From an optimization exercise on the open Yosys and OpenROAD flow, aimed at a short achievable clock period and few clock cycles; shortcuts taken in it are not production practice. RTL that was checked went through simulation tests only; none was proved equivalent to the original. No driver is modelled on the clock port, so clock power and skew are understated where the tree is cut down; a real chip needs a root buffer or a tree. Power figures rest on the tool's default switching activity, not on a simulated workload.

Design ssq_symdec, start of the top module:
module ssq_symdec (
    input  wire        clk,
    input  wire        rst,
    input  wire        in_valid,
    output wire        in_ready,
    input  wire [7:0]  in_data,
    input  wire        in_last,
    output reg         out_valid,
    input  wire        out_ready,
    output reg  [7:0]  out_data,
    output reg         out_last,
    output reg  [1:0]  out_err,
    output reg  [15:0] out_err_pos,
    output reg  [7:0]  out_err_val,
    output reg  [2:0]  out_pad
);
    localparam ERR_NONE = 2'd0;
    localparam ERR_SDEC = 2'd1;
    localparam ERR_CDEC = 2'd2;
    localparam EV_NONE  = 2'd0;
    localparam EV_SDEC  = 2'd1;   
    localparam EV_CEND  = 2'd2;   
    localparam EV_CNEXT = 2'd3;   
    localparam DEPTH  = 12;       
    localparam RDEPTH = 5;        
    localparam RS     = DEPTH + 2;
    localparam RQS    = RDEPTH + 1;
    localparam IW    = 13;        
    localparam RW    = 26;        
    reg        in_ready_r;  
    reg        ir_n;        
    reg        c_v;
    reg [7:0]  c_data;
    reg        c_last;
    assign in_ready = in_ready_r;
    always @(posedge clk) begin
        c_v    <= in_valid && !ir_n && !rst;
        c_data <= in_data;
        c_last <= in_last;
    end
    wire [5:0] cls;         
    assign cls[0] = (c_data == 8'h2A);
    assign cls[1] = (c_data == 8'h25);
    assign cls[2] = (c_data == 8'h24);
    assign cls[3] = (c_data == 8'h23);
    assign cls[4] = (c_data == 8'h21);
    assign cls[5] = (c_data == 8'h26);
    reg [44:0] wn;
    reg [4:0]  pf_full;     
    reg [4:0]  pf_bad;      
    reg [4:0]  pf_bad2;     
    reg [24:0] pf_nph;      
    function automatic [83:0] pre;
        input [4:0] bits;
        input integer len;
        integer pp;
        reg [8:0] w;
        reg f, b1, b2;
        reg [4:0] n;
        reg [44:0] wv;
        reg [4:0] fv_, b1v, b2v;
        reg [24:0] nv;
        begin
            wv = 45'd0; fv_ = 5'd0; b1v = 5'd0; b2v = 5'd0; nv = 25'd0;
            for (pp = 0; pp < 5; pp = pp + 1) begin
  ...
For scale: roughly 2,500 cells after synthesis.
==> flow/config.mk <==
export PLATFORM = sky130hd
export DESIGN_NAME = ssq_symdec
export DESIGN_NICKNAME = ssq_symdec
export VERILOG_FILES = /design/flow/design.v
export SDC_FILE = /design/flow/constraint.sdc
export NUM_CORES = 4
export LEC_CHECK = 0
export CAP_MARGIN = 20
export CORE_MARGIN = 2
export CORE_UTILIZATION = 55
export SETUP_SLACK_MARGIN = 3.4
export SLEW_MARGIN = 20
==> flow/constraint.sdc <==
create_clock -name core_clock -period 5.0 [get_ports {clk}]
set_input_delay 1.0000 -clock core_clock [delete_from_list [all_inputs] [get_ports {clk}]]
set_output_delay 1.0000 -clock core_clock [all_outputs]
set_load 0.01 [all_outputs]
standard.sh (not shown) runs the stock make flow with config.mk's settings and CLKGATE_MAP_FILE= SYNTH_SCRIPT=/design/flow/synth_recipe.tcl, a recipe that flattens the netlist after the stock synthesis.
==> flow/flow/run.sh <==
#!/bin/bash
# Standard layout, except that:
#  - the port buffers are buf_4 (the resizer sizes them later), and
#  - the clock tree is built by flow/tree.tcl (a two-level tree of clkinv_16)
#    in place of clock_tree_synthesis.
# Each step's output goes to a log file of its own in this folder.
set -euo pipefail
here=$(pwd)
ports="BUFFER_PORTS_ARGS=-buffer_cell sky130_fd_sc_hd__buf_4"

bash standard.sh synth > log_1_synth.txt 2>&1
bash standard.sh "$ports" place > log_2_place.txt 2>&1

# ORFS's scripts with cts.tcl swapped for ours, used for the CTS step only
rm -rf "$here/cts_scripts"
cp -r "$FLOW_HOME/scripts" "$here/cts_scripts"
cp "$here/flow/cts.tcl" "$here/cts_scripts/cts.tcl"
FLOW_TREE_TCL="$here/flow/tree.tcl" bash standard.sh "$ports" do-4_1_cts do-4_cts \
  SCRIPTS_DIR="$here/cts_scripts" > log_3_cts.txt 2>&1

bash standard.sh "$ports" finish > log_4_finish.txt 2>&1
Other scripts of this flow, unchanged in this note and not shown: flow/flow/cts.tcl, flow/flow/tree.tcl
The baseline produced a clean layout.
Testbench counts at the start, summed over its fixed seeds: cycles 69,243.
Edit:
--- a/flow/design.v
+++ b/flow/design.v
@@ -253,53 +253,45 @@
             end
         end
     end
     reg [IW-1:0]    fq [0:RS-1];
     reg [RS-1:0]    f_wp;       
     reg [RS-1:0]    f_rp;       
     reg [DEPTH:0]   f_tot;      
     reg             pop_d;      
-    reg [DEPTH:0]   f_mcnt;     
     reg [IW-1:0]    h;          
     reg             hv;
     wire            pop;
-    wire f_mempty = !f_mcnt[0];
-    wire from_m = (pop || !hv) && !f_mempty;
-    wire [DEPTH:0] mc_up   = {f_mcnt[DEPTH-1:0], 1'b1};
-    wire [DEPTH:0] mc_down = {1'b0, f_mcnt[DEPTH:1]};
-    wire [DEPTH:0] mcnt_pop   = (q_v && f_mempty) ? mc_up : (!q_v && !f_mempty) ? mc_down : f_mcnt;
-    wire           fill_nopop = !hv && !f_mempty;
-    wire [DEPTH:0] mcnt_nopop = (q_v && !fill_nopop) ? mc_up : (!q_v && fill_nopop) ? mc_down : f_mcnt;
+    wire f_mempty_p = |(f_wp & f_rp);
+    wire from_m = (pop || !hv) && !f_mempty_p;
     reg [IW-1:0] f_out;         
     integer j;
     always @(*) begin
         f_out = {IW{1'b0}};
         for (j = 0; j < RS; j = j + 1)
             f_out = f_out | (fq[j] & {IW{f_rp[j]}});
     end
     always @(posedge clk) begin
         for (j = 0; j < RS; j = j + 1)
             if (f_wp[j])
                 fq[j] <= q_item;
         h <= ({IW{from_m}} & f_out) | ({IW{!from_m}} & h);
         if (rst) begin
             f_wp   <= {{(RS-1){1'b0}}, 1'b1};
             f_rp   <= {{(RS-1){1'b0}}, 1'b1};
             f_tot  <= {(DEPTH+1){1'b0}};
-            f_mcnt <= {(DEPTH+1){1'b0}};
             pop_d  <= 1'b0;
             hv     <= 1'b0;
         end else begin
             if (q_v)
                 f_wp <= {f_wp[RS-2:0], f_wp[RS-1]};
             if (from_m)
                 f_rp <= {f_rp[RS-2:0], f_rp[RS-1]};
             pop_d <= pop;
-            f_mcnt <= pop ? mcnt_pop : mcnt_nopop;
             if (q_v && !pop_d)
                 f_tot <= {f_tot[DEPTH-1:0], 1'b1};
             else if (pop_d && !q_v)
                 f_tot <= {1'b0, f_tot[DEPTH:1]};
             hv <= from_m || (hv && !pop);
         end
     end
     reg [RW-1:0]     rq [0:RQS-1];
Total power climbs by 4.3%.
Sequential cell count drops by 13.
Clock power drops by about 3%.
Die area drops by 3.9%.
Wire length drops by 5.3%.
Setup slack loses 0.11 ns.
Sequential share of layout area climbs by 2.1 points.
Design area drops by 4.5%.
Area after synthesis drops by 4.0%.
Critical path depth climbs by 6.
Only the layout flow was run in the second run of this note; the RTL was not checked for function there. In every run of this note, the design's own scripts or RTL, not TritonCTS, make the clock network.

-- static timing again, ports no longer ideal --
The flow's constraints put no driver on any port. The routed layouts listed below were extracted and timed again, unchanged, in two steps. Step 1, drivers: a clkbuf_16 drives clk and a buf_2 each remaining input, both assumed. Step 2 times the ports against the registers' clock, not the clock port: input delays grow and output delays shrink by t, the midpoint of the rising clock arrivals with the driver on. Slacks: ideal ports / drivers / drivers and shift; pairs: ideal ports / drivers.
run	t, ns	setup WS [ns]	worst data-port slew with drivers (ns)	pins driven straight from the clock port
the first run	0.520	3.270 / 3.012 / 2.735	0.40	4
the second run	0.512	3.155 / 3.001 / 2.966	0.22	4
After both steps every run listed still meets setup and hold. For the first run, which loses most, drivers alone change the setup slack by -0.258 ns; drivers and shift together by -0.535 ns.
